From an optimization exercise on the open Yosys and OpenROAD flow, aimed at small area, a short achievable clock period and few clock cycles; shortcuts taken in it are not production practice.
In this exercise RTL edits were held to simulation tests only and were not proved equivalent to the original.

File: flow/config.mk
export PLATFORM = sky130hd
export DESIGN_NAME = setun_core
export DESIGN_NICKNAME = setun_core
export VERILOG_FILES = /design/flow/design.v
export SDC_FILE = /design/flow/constraint.sdc
export NUM_CORES = 4
export LEC_CHECK = 0
export CAP_MARGIN = 20
export CORE_MARGIN = 2
export CORE_UTILIZATION = 40
export PLACE_DENSITY = 0.6
export SLEW_MARGIN = 20
File: flow/constraint.sdc
create_clock -name core_clock -period 55.0 [get_ports {clk}]
set_input_delay 11.0000 -clock core_clock [delete_from_list [all_inputs] [get_ports {clk}]]
set_output_delay 11.0000 -clock core_clock [all_outputs]
set_load 0.01 [all_outputs]
File: flow/design.v
module setun_tadd #(
    parameter N = 18
) (
    input  [2*N-1:0] a,
    input  [2*N-1:0] b,
    input  [1:0]     ci,
    output [2*N-1:0] s,
    output [1:0]     co
);
    wire [1:0] c [0:N];
    assign c[0] = ci;
    genvar k;
    generate
        for (k = 0; k < N; k = k + 1) begin : g_fa
            wire [2:0] t = {a[2*k+1], a[2*k+1:2*k]} + {b[2*k+1], b[2*k+1:2*k]} + {c[k][1], c[k]};
            reg  [1:0] sum, car;
            always @(*) begin
                case (t)
                    3'b010:  begin sum = 2'b11; car = 2'b01; end   
                    3'b011:  begin sum = 2'b00; car = 2'b01; end   
                    3'b110:  begin sum = 2'b01; car = 2'b11; end   
                    3'b101:  begin sum = 2'b00; car = 2'b11; end   
                    default: begin sum = t[1:0]; car = 2'b00; end  
                endcase
            end
            assign s[2*k+1:2*k] = sum;
            assign c[k+1] = car;
        end
    endgenerate
    assign co = c[N];
endmodule
module setun_core (
    input             clk,
    input             rst,
    input             start,
    input      [15:0] fuel,
    output reg        done,
    output reg [2:0]  status,
    output     [9:0]  reg_c,
    output     [9:0]  reg_f,
    output     [1:0]  reg_w,
    output     [35:0] reg_s,
    output     [35:0] reg_r,
    output reg        fram_en,
    output reg        fram_we,
    output reg        fram_page,
    output reg [6:0]  fram_row,
    output reg [17:0] fram_wdata,
    input      [17:0] fram_rdata,
    output reg        drum_en,
    output reg        drum_we,
    output reg [5:0]  drum_zone,
    output reg [5:0]  drum_row,
    output reg [17:0] drum_wdata,
    input      [17:0] drum_rdata
);
    localparam [1:0] TZ = 2'b00, TP = 2'b01, TN = 2'b11;
    localparam [2:0] ST_NONE = 3'd0, ST_DONE = 3'd1, ST_OVER = 3'd2, ST_ERROR = 3'd3,
                     ST_REFUSED = 3'd4, ST_FUEL = 3'd5;
    localparam [4:0] OP_LDS = 5'd22, OP_ADD = 5'd23, OP_SUB = 5'd21, OP_XOR = 5'd19,
                     OP_LDR = 5'd20, OP_HLT = 5'd18, OP_MUL = 5'd25, OP_MULA = 5'd26,
                     OP_MULB = 5'd24, OP_BZ = 5'd16, OP_BP = 5'd17, OP_BN = 5'd15,
                     OP_JMP = 5'd13, OP_STC = 5'd14, OP_STF = 5'd12, OP_LDF = 5'd10,
                     OP_LFC = 5'd11, OP_ADF = 5'd9, OP_SHF = 5'd7, OP_STS = 5'd8,
                     OP_NRM = 5'd6, OP_F2D = 5'd5, OP_D2F = 5'd3, OP_IO = 5'd4;
    localparam [3:0] S_IDLE = 4'd0, S_FETCH = 4'd1, S_KWAIT = 4'd2, S_ADDR = 4'd3,
                     S_RD1 = 4'd4, S_RD2 = 4'd5, S_EXEC = 4'd6, S_MULW = 4'd7,
                     S_MULF = 4'd8, S_STORE2 = 4'd9, S_XRD = 4'd10, S_XWR = 4'd11,
                     S_DONE = 4'd12;
    function [1:0] tneg(input [1:0] t);
        tneg = {t[0] & ~t[1], t[0]};
    endfunction
    function [35:0] wneg18(input [35:0] w);
        integer k;
        begin
            for (k = 0; k < 18; k = k + 1)
                wneg18[2*k+1 -: 2] = tneg(w[2*k+1 -: 2]);
        end
    endfunction
    function [1:0] wsgn18(input [35:0] w);
        integer k;
        begin
            wsgn18 = TZ;
            for (k = 0; k < 18; k = k + 1)
                if (w[2*k]) wsgn18 = w[2*k+1 -: 2];
        end
    endfunction
    function [1:0] wsgn5(input [9:0] w);
        integer k;
        begin
            wsgn5 = TZ;
            for (k = 0; k < 5; k = k + 1)
                if (w[2*k]) wsgn5 = w[2*k+1 -: 2];
        end
    endfunction
    function [1:0] txor(input [1:0] a, input [1:0] b);
        reg [2:0] t;
        begin
            t = {a[1], a} + {b[1], b};
            if (t == 3'b000) txor = TZ;
            else if (t[2]) txor = TP;
            else txor = TN;
        end
    endfunction
    function signed [7:0] tval(input [1:0] t);
        tval = {{6{t[1]}}, t};
    endfunction
    function [6:0] frow(input [9:0] a);
        reg signed [7:0] v;
        begin
            v = 8'sd40 + 8'sd27 * tval(a[9:8]) + 8'sd9 * tval(a[7:6])
                + 8'sd3 * tval(a[5:4]) + tval(a[3:2]);
            frow = v[6:0];
        end
    endfunction
    function [7:0] negsmall(input [4:0] m);
        case (m)
            5'd1:    negsmall = {TZ, TZ, TZ, TN};
            5'd2:    negsmall = {TZ, TZ, TN, TP};
            5'd3:    negsmall = {TZ, TZ, TN, TZ};
            5'd4:    negsmall = {TZ, TZ, TN, TN};
            5'd5:    negsmall = {TZ, TN, TP, TP};
            5'd6:    negsmall = {TZ, TN, TP, TZ};
            5'd7:    negsmall = {TZ, TN, TP, TN};
            5'd8:    negsmall = {TZ, TN, TZ, TP};
            5'd9:    negsmall = {TZ, TN, TZ, TZ};
            5'd10:   negsmall = {TZ, TN, TZ, TN};
            5'd11:   negsmall = {TZ, TN, TN, TP};
            5'd12:   negsmall = {TZ, TN, TN, TZ};
            5'd13:   negsmall = {TZ, TN, TN, TN};
            5'd14:   negsmall = {TN, TP, TP, TP};
            5'd15:   negsmall = {TN, TP, TP, TZ};
            5'd16:   negsmall = {TN, TP, TP, TN};
            default: negsmall = {TZ, TZ, TZ, TZ};
        endcase
    endfunction
    reg [3:0]  state;
    reg [17:0] k_reg;         
    reg [9:0]  f_reg;         
    reg [9:0]  c_reg;         
    reg [1:0]  w_reg;         
    reg [35:0] s_reg;         
    reg [35:0] r_reg;         
    reg [15:0] fuel_left;
    reg [17:0] m_hi, m_lo;    
    reg [17:0] wbuf;          
    reg [71:0] mul_mc;        
    reg [35:0] mul_mp;        
    reg [71:0] mul_acc;       
    reg [4:0]  mul_cnt;
    reg [5:0]  x_idx;         
    assign reg_c = c_reg;
    assign reg_f = f_reg;
    assign reg_w = w_reg;
    assign reg_s = s_reg;
    assign reg_r = r_reg;
    wire [1:0] k_mod = k_reg[1:0];
    wire signed [7:0] op_val = 8'sd9 * tval(k_reg[7:6]) + 8'sd3 * tval(k_reg[5:4]) + tval(k_reg[3:2]);
    wire [7:0] op_idx8 = op_val + 8'sd13;
    wire [4:0] op = op_idx8[4:0];
    wire [9:0] ct_sum;
    wire [1:0] ct_co;
    setun_tadd #(.N(5)) u_ct (
        .a(k_reg[17:8]),
        .b(k_mod == TN ? {tneg(f_reg[9:8]), tneg(f_reg[7:6]), tneg(f_reg[5:4]), tneg(f_reg[3:2]), tneg(f_reg[1:0])} : f_reg),
        .ci(TZ), .s(ct_sum), .co(ct_co)
    );
    wire [9:0] ea = (k_mod == TZ) ? k_reg[17:8] : ct_sum;
    wire [6:0] ea_row  = frow(ea);
    wire       ea_page = (ea[1:0] == TP);
    wire       ea_long = (ea[1:0] == TN);
    wire       ea_refuse_long = ea_long && (ea_row == 7'd80);
    wire signed [7:0] zone_v = 8'sd27 * tval(ea[7:6]) + 8'sd9 * tval(ea[5:4])
                             + 8'sd3 * tval(ea[3:2]) + tval(ea[1:0]) - 8'sd1;
    wire [5:0] ea_zone = zone_v < 0 ? 6'd0 : (zone_v > 35 ? 6'd35 : zone_v[5:0]);
    wire [6:0] x_base = (ea[9:8] == TN) ? 7'd0 : (ea[9:8] == TZ) ? 7'd27 : 7'd54;
    wire [6:0] x_row  = x_base + {2'b00, x_idx[5:1]};
    wire       x_page = x_idx[0];
    wire [9:0] na1, na2;
    wire [1:0] na1_co, na2_co;
    setun_tadd #(.N(5)) u_na1 (.a(c_reg), .b(10'd0), .ci(TP), .s(na1), .co(na1_co));
    setun_tadd #(.N(5)) u_na2 (.a(na1),   .b(10'd0), .ci(TP), .s(na2), .co(na2_co));
    wire [9:0] c_next = (na1[1:0] == TN) ? na2 : na1;
    wire [6:0] c_row  = frow(c_reg);
    wire       c_page = (c_reg[1:0] == TP);
    reg        m_long;
    wire [35:0] m18  = m_long ? {m_hi, m_lo} : {m_hi, 18'd0};      
    wire [35:0] mraw = m_long ? {m_hi, m_lo} : {18'd0, m_hi};      
    wire [9:0]  m5   = m_long ? m_lo[9:0] : m_hi[9:0];             
    reg signed [31:0] shf_d;
    integer i, j, n;
    always @(*) begin
        shf_d = 32'sd0;
        for (i = 17; i >= 0; i = i - 1)
            shf_d = shf_d * 3 + {{30{mraw[2*i+1]}}, mraw[2*i+1 -: 2]};
    end
    reg [35:0] shf_res;
    always @(*) begin
        if (shf_d >= 18 || shf_d <= -18)
            shf_res = 36'd0;
        else if (shf_d >= 0)
            shf_res = s_reg >> (2 * shf_d);
        else
            shf_res = s_reg << (2 * (-shf_d));
    end
    reg [35:0] xor_res;
    always @(*) begin
        for (j = 0; j < 18; j = j + 1)
            xor_res[2*j+1 -: 2] = txor(m18[2*j+1 -: 2], s_reg[2*j+1 -: 2]);
    end
    wire [9:0] fa_sum;
    wire [1:0] fa_co;
    setun_tadd #(.N(5)) u_fa (
        .a(op == OP_LFC ? c_reg : f_reg), .b(m5), .ci(TZ), .s(fa_sum), .co(fa_co)
    );
    reg [4:0] s_lz;    
    always @(*) begin
        s_lz = 5'd18;
        for (n = 0; n < 18; n = n + 1)
            if (s_reg[2*n]) s_lz = 17 - n;
    end
    reg [35:0] nrm_store;
    reg [35:0] nrm_n;
    always @(*) begin
        if (s_lz == 5'd18 || s_lz == 5'd1) begin
            nrm_store = s_reg;
            nrm_n     = 36'd0;
        end else if (s_lz == 5'd0) begin
            nrm_store = s_reg >> 2;
            nrm_n     = {34'd0, TP};
        end else begin
            nrm_store = s_reg << (2 * (s_lz - 5'd1));
            nrm_n     = {28'd0, negsmall(s_lz - 5'd1)};
        end
    end
    wire [1:0]  mul_t = mul_mp[1:0];
    wire [71:0] mul_addend = (mul_t == TP) ? mul_mc :
                             (mul_t == TN) ? {wneg18(mul_mc[71:36]), wneg18(mul_mc[35:0])} : 72'd0;
    wire [71:0] mul_sum;
    wire [1:0]  mul_co;
    setun_tadd #(.N(36)) u_mul (.a(mul_acc), .b(mul_addend), .ci(TZ), .s(mul_sum), .co(mul_co));
    wire [35:0] mulsel = {mul_acc[71:54], 18'd0};    
    reg [35:0] add_a, add_b;
    always @(*) begin
        case (op)
            OP_ADD:  begin add_a = s_reg; add_b = m18;         end
            OP_SUB:  begin add_a = s_reg; add_b = wneg18(m18); end
            OP_MUL:  begin add_a = 36'd0; add_b = mulsel;      end
            OP_MULA: begin add_a = s_reg; add_b = mulsel;      end
            default: begin add_a = m18;   add_b = mulsel;      end   
        endcase
    end
    wire [35:0] add_sum;
    wire [1:0]  add_co;
    setun_tadd #(.N(18)) u_add (.a(add_a), .b(add_b), .ci(TZ), .s(add_sum), .co(add_co));
    wire add_ovf = (add_co != TZ);
    reg [35:0] st_val;    
    always @(*) begin
        case (op)
            OP_STC:  st_val = {26'd0, c_reg};
            OP_STF:  st_val = {26'd0, f_reg};
            OP_STS:  st_val = s_reg;
            default: st_val = nrm_store;    
        endcase
    end
    wire st_op = (op == OP_STC) || (op == OP_STF) || (op == OP_STS) || (op == OP_NRM);
    wire ld_op = (op == OP_LDS) || (op == OP_ADD) || (op == OP_SUB) || (op == OP_XOR) ||
                 (op == OP_LDR) || (op == OP_HLT) || (op == OP_MUL) || (op == OP_MULA) ||
                 (op == OP_MULB) || (op == OP_LDF) || (op == OP_LFC) || (op == OP_ADF) ||
                 (op == OP_SHF);
    always @(*) begin
        fram_en    = 1'b0;
        fram_we    = 1'b0;
        fram_page  = 1'b0;
        fram_row   = 7'd0;
        fram_wdata = 18'd0;
        drum_en    = 1'b0;
        drum_we    = 1'b0;
        drum_zone  = ea_zone;
        drum_row   = x_idx;
        drum_wdata = fram_rdata;
        case (state)
            S_FETCH: begin
                if (fuel_left != 16'd0 && c_reg[1:0] != TN) begin
                    fram_en   = 1'b1;
                    fram_page = c_page;
                    fram_row  = c_row;
                end
            end
            S_ADDR: begin
                if ((st_op || ld_op) && !ea_refuse_long) begin
                    fram_en    = 1'b1;
                    fram_we    = st_op;
                    fram_page  = ea_page;
                    fram_row   = ea_row;
                    fram_wdata = ea_long ? st_val[35:18] : st_val[17:0];
                end
            end
            S_RD1: begin
                if (m_long) begin
                    fram_en  = 1'b1;
                    fram_row = ea_row + 7'd1;
                end
            end
            S_STORE2: begin
                fram_en    = 1'b1;
                fram_we    = 1'b1;
                fram_row   = ea_row + 7'd1;
                fram_wdata = wbuf;
            end
            S_XRD: begin
                if (op == OP_F2D) begin
                    fram_en   = 1'b1;
                    fram_page = x_page;
                    fram_row  = x_row;
                end else begin
                    drum_en = 1'b1;
                end
            end
            S_XWR: begin
                if (op == OP_F2D) begin
                    drum_en = 1'b1;
                    drum_we = 1'b1;
                end else begin
                    fram_en    = 1'b1;
                    fram_we    = 1'b1;
                    fram_page  = x_page;
                    fram_row   = x_row;
                    fram_wdata = drum_rdata;
                end
            end
            default: begin
            end
        endcase
    end
    always @(posedge clk) begin
        if (rst) begin
            state     <= S_IDLE;
            done      <= 1'b0;
            status    <= ST_NONE;
            k_reg     <= 18'd0;
            f_reg     <= 10'd0;
            c_reg     <= 10'd0;
            w_reg     <= TZ;
            s_reg     <= 36'd0;
            r_reg     <= 36'd0;
            fuel_left <= 16'd0;
        end else begin
            case (state)
                S_IDLE: begin
                    if (start) begin
                        fuel_left <= fuel;
                        state     <= S_FETCH;
                    end
                end
                S_FETCH: begin
                    if (fuel_left == 16'd0) begin
                        status <= ST_FUEL;
                        done   <= 1'b1;
                        state  <= S_DONE;
                    end else if (c_reg[1:0] == TN) begin
                        status <= ST_REFUSED;
                        done   <= 1'b1;
                        state  <= S_DONE;
                    end else begin
                        state     <= S_KWAIT;
                    end
                end
                S_KWAIT: begin
                    k_reg <= fram_rdata;
                    state <= S_ADDR;
                end
                S_ADDR: begin
                    m_long <= ea_long;
                    case (op)
                        OP_JMP: begin
                            c_reg     <= ea;
                            fuel_left <= fuel_left - 16'd1;
                            state     <= S_FETCH;
                        end
                        OP_BZ, OP_BP, OP_BN: begin
                            if ((op == OP_BZ && w_reg == TZ) || (op == OP_BP && w_reg == TP) ||
                                (op == OP_BN && w_reg == TN))
                                c_reg <= ea;
                            else
                                c_reg <= c_next;
                            fuel_left <= fuel_left - 16'd1;
                            state     <= S_FETCH;
                        end
                        OP_IO: begin
                            c_reg     <= c_next;
                            fuel_left <= fuel_left - 16'd1;
                            state     <= S_FETCH;
                        end
                        OP_STC, OP_STF, OP_STS, OP_NRM: begin
                            if (ea_refuse_long) begin
                                status <= ST_REFUSED;
                                done   <= 1'b1;
                                state  <= S_DONE;
                            end else begin
                                case (op)
                                    OP_STC: begin
                                        wbuf       <= {8'd0, c_reg};
                                    end
                                    OP_STF: begin
                                        wbuf       <= {8'd0, f_reg};
                                        w_reg      <= wsgn5(f_reg);
                                    end
                                    OP_STS: begin
                                        wbuf       <= s_reg[17:0];
                                        w_reg      <= wsgn18(s_reg);
                                    end
                                    default: begin   
                                        wbuf       <= nrm_store[17:0];
                                        s_reg      <= nrm_n;
                                        w_reg      <= wsgn18(nrm_n);
                                    end
                                endcase
                                if (ea_long) begin
                                    state <= S_STORE2;
                                end else begin
                                    c_reg     <= c_next;
                                    fuel_left <= fuel_left - 16'd1;
                                    state     <= S_FETCH;
                                end
                            end
                        end
                        OP_F2D, OP_D2F: begin
                            x_idx <= 6'd0;
                            state <= S_XRD;
                        end
                        OP_LDS, OP_ADD, OP_SUB, OP_XOR, OP_LDR, OP_HLT, OP_MUL, OP_MULA,
                        OP_MULB, OP_LDF, OP_LFC, OP_ADF, OP_SHF: begin
                            if (ea_refuse_long) begin
                                status <= ST_REFUSED;
                                done   <= 1'b1;
                                state  <= S_DONE;
                            end else begin
                                state     <= S_RD1;
                            end
                        end
                        default: begin   
                            status <= ST_ERROR;
                            done   <= 1'b1;
                            state  <= S_DONE;
                        end
                    endcase
                end
                S_RD1: begin
                    m_hi <= fram_rdata;
                    if (m_long) begin
                        state     <= S_RD2;
                    end else begin
                        state <= S_EXEC;
                    end
                end
                S_RD2: begin
                    m_lo  <= fram_rdata;
                    state <= S_EXEC;
                end
                S_EXEC: begin
                    case (op)
                        OP_LDS: begin
                            s_reg     <= m18;
                            w_reg     <= wsgn18(m18);
                            c_reg     <= c_next;
                            fuel_left <= fuel_left - 16'd1;
                            state     <= S_FETCH;
                        end
                        OP_ADD, OP_SUB: begin
                            s_reg <= add_sum;
                            if (add_ovf) begin
                                status <= ST_OVER;
                                done   <= 1'b1;
                                state  <= S_DONE;
                            end else begin
                                w_reg     <= wsgn18(add_sum);
                                c_reg     <= c_next;
                                fuel_left <= fuel_left - 16'd1;
                                state     <= S_FETCH;
                            end
                        end
                        OP_XOR: begin
                            s_reg     <= xor_res;
                            w_reg     <= wsgn18(xor_res);
                            c_reg     <= c_next;
                            fuel_left <= fuel_left - 16'd1;
                            state     <= S_FETCH;
                        end
                        OP_LDR: begin
                            r_reg     <= m18;
                            c_reg     <= c_next;
                            fuel_left <= fuel_left - 16'd1;
                            state     <= S_FETCH;
                        end
                        OP_HLT: begin
                            r_reg  <= m18;
                            status <= ST_DONE;
                            done   <= 1'b1;
                            state  <= S_DONE;
                        end
                        OP_MUL: begin
                            r_reg   <= {s_reg[35:18], 18'd0};
                            mul_mc  <= {36'd0, m18};
                            mul_mp  <= {s_reg[35:18], 18'd0};
                            mul_acc <= 72'd0;
                            mul_cnt <= 5'd0;
                            state   <= S_MULW;
                        end
                        OP_MULA: begin
                            mul_mc  <= {36'd0, m18};
                            mul_mp  <= r_reg;
                            mul_acc <= 72'd0;
                            mul_cnt <= 5'd0;
                            state   <= S_MULW;
                        end
                        OP_MULB: begin
                            mul_mc  <= {36'd0, s_reg};
                            mul_mp  <= r_reg;
                            mul_acc <= 72'd0;
                            mul_cnt <= 5'd0;
                            state   <= S_MULW;
                        end
                        OP_LDF: begin
                            f_reg     <= m5;
                            w_reg     <= wsgn5(m5);
                            c_reg     <= c_next;
                            fuel_left <= fuel_left - 16'd1;
                            state     <= S_FETCH;
                        end
                        OP_LFC, OP_ADF: begin
                            f_reg     <= fa_sum;
                            w_reg     <= wsgn5(fa_sum);
                            c_reg     <= c_next;
                            fuel_left <= fuel_left - 16'd1;
                            state     <= S_FETCH;
                        end
                        default: begin   
                            s_reg     <= shf_res;
                            w_reg     <= wsgn18(shf_res);
                            c_reg     <= c_next;
                            fuel_left <= fuel_left - 16'd1;
                            state     <= S_FETCH;
                        end
                    endcase
                end
                S_MULW: begin
                    mul_acc <= mul_sum;
                    mul_mc  <= {mul_mc[69:0], 2'b00};
                    mul_mp  <= {2'b00, mul_mp[35:2]};
                    mul_cnt <= mul_cnt + 5'd1;
                    if (mul_cnt == 5'd17)
                        state <= S_MULF;
                end
                S_MULF: begin
                    s_reg <= add_sum;
                    if (add_ovf) begin
                        status <= ST_OVER;
                        done   <= 1'b1;
                        state  <= S_DONE;
                    end else begin
                        w_reg     <= wsgn18(add_sum);
                        c_reg     <= c_next;
                        fuel_left <= fuel_left - 16'd1;
                        state     <= S_FETCH;
                    end
                end
                S_STORE2: begin
                    c_reg      <= c_next;
                    fuel_left  <= fuel_left - 16'd1;
                    state      <= S_FETCH;
                end
                S_XRD: begin
                    if (op == OP_F2D) begin
                    end else begin
                    end
                    state <= S_XWR;
                end
                S_XWR: begin
                    if (op == OP_F2D) begin
                    end else begin
                    end
                    if (x_idx == 6'd53) begin
                        c_reg     <= c_next;
                        fuel_left <= fuel_left - 16'd1;
                        state     <= S_FETCH;
                    end else begin
                        x_idx <= x_idx + 6'd1;
                        state <= S_XRD;
                    end
                end
                default: begin   
                end
            endcase
        end
    end
endmodule
File: flow/run.sh
#!/bin/bash
# synth_recipe.tcl (not shown) runs the flow's synth.tcl, then flattens the netlist and writes it again
# the make line also repeats each setting of config.mk as NAME=value (left out here)
make -C /OpenROAD-flow-scripts/flow DESIGN_CONFIG=/design/flow/config.mk WORK_HOME=/design/flow/orfs CLKGATE_MAP_FILE= SYNTH_SCRIPT=/design/flow/synth_recipe.tcl finish
==> run summary <==
worst paths after layout:
check	from	endpoint	depth (start not counted)
max	mul_mp[1]$_DFFE_PP_	mul_acc[70]$_SDFFCE_PN0P_	218
min	done$_SDFFE_PP0P_	done$_SDFFE_PP0P_	2
min reg2reg	done$_SDFFE_PP0P_	done$_SDFFE_PP0P_	2
max reg2reg	mul_mp[1]$_DFFE_PP_	mul_acc[70]$_SDFFCE_PN0P_	218
critical path: cells and delay by family (launching register included):
kind            cells  cell delay, ps
simple gates       38            5110
fa+ha+maj          71           23640
flops               1             320
compound gates      1             270
buf+inv            16            1230
xor+xnor           92           18690
synth_stat cells (17+ instances only):
master	n	share of area (%)
sky130_fd_sc_hd__nand2_1	949	5.1
sky130_fd_sc_hd__o31ai_1	42	0.45
sky130_fd_sc_hd__a21oi_1	746	5.3
sky130_fd_sc_hd__a211o_1	20	0.25
sky130_fd_sc_hd__mux2_2	17	0.27
sky130_fd_sc_hd__nand3_1	138	0.98
sky130_fd_sc_hd__buf_1	33	0.18
sky130_fd_sc_hd__or3_1	75	0.67
sky130_fd_sc_hd__a21o_1	173	1.8
sky130_fd_sc_hd__fa_1	624	18
sky130_fd_sc_hd__xor2_1	227	2.8
sky130_fd_sc_hd__xnor2_1	528	6.6
sky130_fd_sc_hd__nand4_1	56	0.50
sky130_fd_sc_hd__inv_1	658	3.5
sky130_fd_sc_hd__ha_1	663	12
sky130_fd_sc_hd__o221ai_1	42	0.52
sky130_fd_sc_hd__a221o_1	17	0.24
sky130_fd_sc_hd__o211a_1	17	0.24
sky130_fd_sc_hd__edfxtp_1	246	10
sky130_fd_sc_hd__nand2b_1	139	1.2
sky130_fd_sc_hd__a31oi_1	82	0.73
sky130_fd_sc_hd__nor4_1	54	0.48
sky130_fd_sc_hd__nor2b_1	115	1.0
sky130_fd_sc_hd__and3_1	38	0.34
sky130_fd_sc_hd__o22ai_1	23	0.20
sky130_fd_sc_hd__mux2i_1	165	2.3
sky130_fd_sc_hd__clkbuf_1	314	1.7
sky130_fd_sc_hd__a221oi_1	32	0.40
sky130_fd_sc_hd__dfxtp_1	136	3.9
sky130_fd_sc_hd__o21bai_1	84	0.89
sky130_fd_sc_hd__o21ai_0	545	3.9
sky130_fd_sc_hd__o211ai_1	51	0.54
sky130_fd_sc_hd__o21a_1	65	0.69
sky130_fd_sc_hd__mux4_2	23	0.73
sky130_fd_sc_hd__buf_4	22	0.23
sky130_fd_sc_hd__and2_1	128	1.1
sky130_fd_sc_hd__nor2_1	590	3.1
sky130_fd_sc_hd__a222oi_1	17	0.24
sky130_fd_sc_hd__a311oi_1	44	0.55
sky130_fd_sc_hd__nor3_1	129	0.92
sky130_fd_sc_hd__a22oi_1	38	0.40
sky130_fd_sc_hd__a211oi_1	115	1.2
per-stage QoR:
step	instances	instance area (sq um)	hold WS, ps	setup slack (ps)
6_report	11000	77200	456	5440
4_1_cts	11000	77100	460	5550
3_3_place_gp	10900	75700	445	8040
5_1_grt	11000	77100	479	1630
3_5_place_dp	10900	75700	452	5760
2_1_floorplan	8524	70500	436	10610
routing by layer:
| metal | vias up | track usage [%] |
|---|---|---|
| li1 | 30100 | - |
| met1 | 31400 | 36.6 |
| met2 | 2353 | 43.1 |
| met3 | 636 | 4.78 |
| met4 | 14 | 12.1 |
| met5 | - | 0 |
final cells by class:
cell class	count	area [sq um]
multi-input cells	7099	56700
inverters	661	2480
repair buffers	394	3480
well taps	2340	2930
diodes	2	5.00
fillers	17600	98600
clock inverters	22	245
clock buffers	61	1210
flip-flops and latches	382	10100
kinds of logic after synthesis:
| kind of cell | after synthesis | synth area share, % |
|---|---|---|
| xor gates and xnor gates | 765 | 9.70 |
| DFF | 382 | 14.3 |
| buffers and inverters | 1043 | 5.70 |
| adders and majority gates | 1287 | 29.5 |
| AOI/OAI and AO/OA | 2327 | 20.8 |
| muxes | 208 | 3.41 |
| and+or+nand+nor | 2512 | 16.6 |
==> results.sh <==
export IMPL_worstSetupPathType="register to register"
export IMPL_final_setup_tns_ps=0
export IMPL_dr_top_layer="met5"
export IMPL_cts_num_sinks=382
export IMPL_grtUsageTotal_pct=27.3
export IMPL_drt_wirelength_per_cell_microns=23.0
export IMPL_cts_resized=0
export IMPL_dr_iter_0_viols=6170
export IMPL_final_worst_path_cycle_share_pct=90.1
export IMPL_row_count=154
export IMPL_cts_root_buf="sky130_fd_sc_hd__clkbuf_16"
export IMPL_critPathRequiredTime_ps=55360
export IMPL_grt_overflow_total=0
export IMPL_initial_utilization_pct=40.1
export IMPL_fmax_ghz=0.0202
export IMPL_grt_pass1_wl_microns=384000
export IMPL_ys_seq_area_share_pct=14.3
export IMPL_dr_wl_met3_microns=19400
export IMPL_post_syn_instances=8524
export IMPL_finalHoldViolCount=0
export IMPL_die_area_sq_um=180000
export IMPL_synthArstFlopShare_pct=0
export IMPL_totalWireLength_microns=252000
export IMPL_rsz0062_at_grt="false"
export IMPL_gp_routability_congestion=1.02
export IMPL_drc=0
export IMPL_vias=64500
export IMPL_die_width_microns=424
export IMPL_postSynthAreaPerCell_sq_um=8.27
export IMPL_worst_path_largest_cell_delay_ps=610
export IMPL_status="complete, no violations"
export IMPL_worst_pin_slew_ps=1250
export IMPL_max_cap_viol_count=0
export IMPL_crit_path_frequent_cell="sky130_fd_sc_hd__xnor2_1"
export IMPL_floorplan_io_pins=213
export IMPL_met2WireLength_microns=112000
export IMPL_finClkSkew_ps=55.1
export IMPL_reg_largest_list="mul_acc (72), mul_mc (72)"
export IMPL_nets=9925
export IMPL_hpwl_microns=197000
export IMPL_cp_max_fo=32
export IMPL_first_global_vias=62700
export IMPL_post_cts_repair_setup_buffers=0
export IMPL_count_of_flip_flops_with_a_built_in_enable_after_synthesis=246
export IMPL_drt_pass1_iterations=7
export IMPL_final_max_slew_viol_count=0
export IMPL_synth_warn=4
export IMPL_setup_violations_final=0
export IMPL_largest_net_degree_at_the_start_of_global_routing=88
export IMPL_critPathCaptureType="register"
export IMPL_final_cell_mix="948 x sky130_fd_sc_hd__nand2_1, 746 x sky130_fd_sc_hd__a21oi_1, 661 x sky130_fd_sc_hd__ha_1, 654 x sky130_fd_sc_hd__inv_1, 624 x sky130_fd_sc_hd__fa_1"
export IMPL_layout_drive_gt1_share_pct=4.49
export IMPL_class_of_the_tightest_hold_or_removal_check="register to register"
export IMPL_initial_antenna_violation_count=13
export IMPL_area_growth_synth_to_final_pct=9.39
export IMPL_cts_inserted_buffers=45
export IMPL_cts_tree="yes"
export IMPL_clk_path_buf_depth=3
export IMPL_setup_reg_to_reg_worst_slack_ps=5440
export IMPL_postRouteAntennaNets=0
export IMPL_clkTransAtPathRegs_ps=60
export IMPL_critical_path_slowest_cell="sky130_fd_sc_hd__fa_1"
export IMPL_die_h_microns=424
export IMPL_final_common_cell="sky130_fd_sc_hd__nand2_1"
export IMPL_finish_utilization_pct=43.9
export IMPL_area_of_the_mapped_netlist_sq_um=70500
export IMPL_postCtsHoldBufs=0
export IMPL_fin_crit_ps=49560
export IMPL_normalized_max_slew_margin_pct=15.8
export IMPL_htree_num_levels=2
export IMPL_worst_path_arrival_ps=49920
export IMPL_clk_insertion_delay_late_ps=640
export IMPL_synth_fp_nets=9866
export IMPL_postSynth_topFlopCell="sky130_fd_sc_hd__edfxtp_1"
export IMPL_netlist_cell_type_count=108
export IMPL_synth_ff_latch_count=382
export IMPL_io_buffer_count=212
export IMPL_coreArea_sq_um=176000
export IMPL_avgViaCountPerCell=5.89
export IMPL_timing_critical_path_from_type="register"
export IMPL_wl_met1_microns=107000
Testbench counts, summed over its fixed seeds: cycles 450,141.

-- port drivers added, routing unchanged --
In the flow no input, the clock included, has a driving cell. The finished layout below was timed again as built, in two steps.
Step 1 sets driving cells, clkbuf_16 on the clock port and buf_2 on the other inputs (assumed; they add their load-dependent delay and slew).
Step 2 also shifts input and output timing later by t, the mid clock arrival at the registers, as if the neighbouring blocks saw the same clock.
Three values: ideal ports, drivers, drivers and shift; two values: the first two.
t (ns): 0.673
slack for setup (ns): 5.440 / 5.440 / 5.440
worst data-port slew with drivers (ns): 0.07
After both steps setup and hold are still met in this run. The setup slack of this run moves by 0.000 ns with the drivers and by 0.000 ns with both steps.
